This is an optimization exercise on Yosys and OpenROAD, whose aim is small area, not a production implementation. Only simulation tests tie the RTL to the original design; equivalence was not proved. No driver is modelled on the clock port, so clocking that relies on it looks cheaper here than on a real chip. Power figures rest on the tool's default switching activity, not on a simulated workload.

## red
Design cfs, start of the top module:
module cfs (
    input  wire        clk,
    input  wire        rst,         
    input  wire        start,
    output wire        busy,
    output wire        done,
    output wire [2:0]  status,
    output wire [2:0]  cause,
    output reg  [15:0] reading,
    output wire [2:0]  ev,
    output wire        rx_req,
    input  wire        rx_valid,
    input  wire [7:0]  rx_data,
    input  wire        rx_timeout,
    input  wire        rx_error,
    output wire        tx_valid,
    output wire [7:0]  tx_data,
    input  wire        tx_ready,
    input  wire        tx_error
);
Size in the first run: ~50 flip-flops, roughly 2500 um2 of cells after synthesis.
export LEC_CHECK = 0
export CAP_MARGIN = 20
export CORE_MARGIN = 2
export CORE_UTILIZATION = 60
export SLEW_MARGIN = 20
create_clock -name core_clock -period 6.0 [get_ports {clk}]
standard.sh (not shown) runs the stock make flow with config.mk's settings and CLKGATE_MAP_FILE= SYNTH_SCRIPT=/design/flow/synth_recipe.tcl, a recipe that flattens the netlist after the stock synthesis.
==> flow/flow/run.sh <==
#!/bin/bash
set -euo pipefail
here=$(pwd)
export BUFFER_PORTS_ARGS="-buffer_cell sky130_fd_sc_hd__buf_1"
export CTS_ARGS="-sink_clustering_enable -repair_clock_nets -dont_use_dummy_load"
export PRE_CTS_TCL="$here/flow/kbuf.tcl"
export KBUF_N=3
export KBUF_CELL=sky130_fd_sc_hd__clkbuf_8
export RECOVER_POWER=100
bash standard.sh > standard_flow.log 2>&1
==> flow/flow/kbuf.tcl <==
# Split the registers into KBUF_N groups by position (k-means) and drive each
# group's clock pins from its own clock buffer, fed directly by the clock port.
set block [ord::get_db_block]
set dbu [$block getDbUnitsPerMicron]
set regs {}
foreach inst [$block getInsts] {
  if {[string match "*df*" [[$inst getMaster] getName]]} {
    set bb [$inst getBBox]
    lappend regs [list [$inst getName] [expr {([$bb xMin] + [$bb xMax]) / 2.0 / $dbu}] [expr {([$bb yMin] + [$bb yMax]) / 2.0 / $dbu}]]
  }
}
set k $::env(KBUF_N)
# initial centers: spread over sorted x
set sorted [lsort -real -index 1 $regs]
set n [llength $sorted]
set cx {}; set cy {}
for {set i 0} {$i < $k} {incr i} {
  set r [lindex $sorted [expr {int(($i + 0.5) * $n / $k)}]]
  lappend cx [lindex $r 1]; lappend cy [lindex $r 2]
}
for {set it 0} {$it < 50} {incr it} {
  set asg {}
  foreach r $regs {
    set best 0; set bd 1e18
    for {set i 0} {$i < $k} {incr i} {
      set d [expr {pow([lindex $r 1] - [lindex $cx $i], 2) + pow([lindex $r 2] - [lindex $cy $i], 2)}]
      if {$d < $bd} {set bd $d; set best $i}
    }
    lappend asg $best
  }
  set nx {}; set ny {}
  for {set i 0} {$i < $k} {incr i} {
    set sx 0.0; set sy 0.0; set c 0
    foreach r $regs a $asg { if {$a == $i} { set sx [expr {$sx + [lindex $r 1]}]; set sy [expr {$sy + [lindex $r 2]}]; incr c } }
    if {$c > 0} { lappend nx [expr {$sx / $c}]; lappend ny [expr {$sy / $c}] } else { lappend nx [lindex $cx $i]; lappend ny [lindex $cy $i] }
  }
  set cx $nx; set cy $ny
}
for {set i 0} {$i < $k} {incr i} {
  set pins {}
  foreach r $regs a $asg { if {$a == $i} { lappend pins [get_pins [lindex $r 0]/CLK] } }
  if {[llength $pins] == 0} continue
  puts "clock buffer $i: [llength $pins] registers at [lindex $cx $i] [lindex $cy $i]"
  insert_buffer -buffer_cell $::env(KBUF_CELL) -net clk -load_pins $pins -location [list [lindex $cx $i] [lindex $cy $i]] -buffer_name clkbuf_leaf_$i -net_name clknet_leaf_$i
}
> inputs changed (red -> blue)
diff --git a/flow/flow/run.sh b/flow/flow/run.sh
--- a/flow/flow/run.sh
+++ b/flow/flow/run.sh
@@ -8,3 +8,2 @@
 export KBUF_CELL=sky130_fd_sc_hd__clkbuf_8
-export RECOVER_POWER=100
 bash standard.sh > standard_flow.log 2>&1
### Flow results
Reported for red and blue, global-route usage turned out identical to the last digit. [compare] base=red new=blue: cell internal power dissipation roughly the same, final worst setup slack went up by 0.026 ns, maximum cell stage delay along the critical path closely matched the old numbers, power essentially unchanged, proportion of synthesized area in mux cells ~0 delta. Count of vias placed by the detailed router: blue vs red down 10. As far as compound-cell area share of the yosys netlist goes, blue and red are indistinguishable; the numbers are identical. blue -> red: part of the total power dissipated in sequential elements flat. red and blue ended up with nearly the same combinational-cell power consumption. red was smaller in final cell area than blue.

re-timing with driven ports:
Ports are ideal in the flow. The routed layouts listed here were re-timed in OpenROAD. Step 1: set_driving_cell puts a clkbuf_16 on clk and a buf_2 on each other input, an assumption about the parent block. Step 2 moves the port delays by t, midway between the first and last clock arrival at a register: inputs arrive t later, outputs are due t later. That takes back most of the time a late clock gives input paths. Three values: ideal, step 1, step 2; two values: the first two.
run | shift t [ns] | setup WS [ns] | worst hold slack (ns) | clock arrival spread, ns | worst register clock-pin slew, ns
red | 0.201 | 0.631 / 0.656 / 0.455 | 0.544 / 0.544 / 0.544 | 0.019 / 0.018 | 0.11 / 0.11
blue | 0.201 | 0.657 / 0.682 / 0.481 | 0.548 / 0.548 / 0.548 | 0.018 / 0.018 | 0.11 / 0.11
After both steps setup and hold are still met in every run listed.
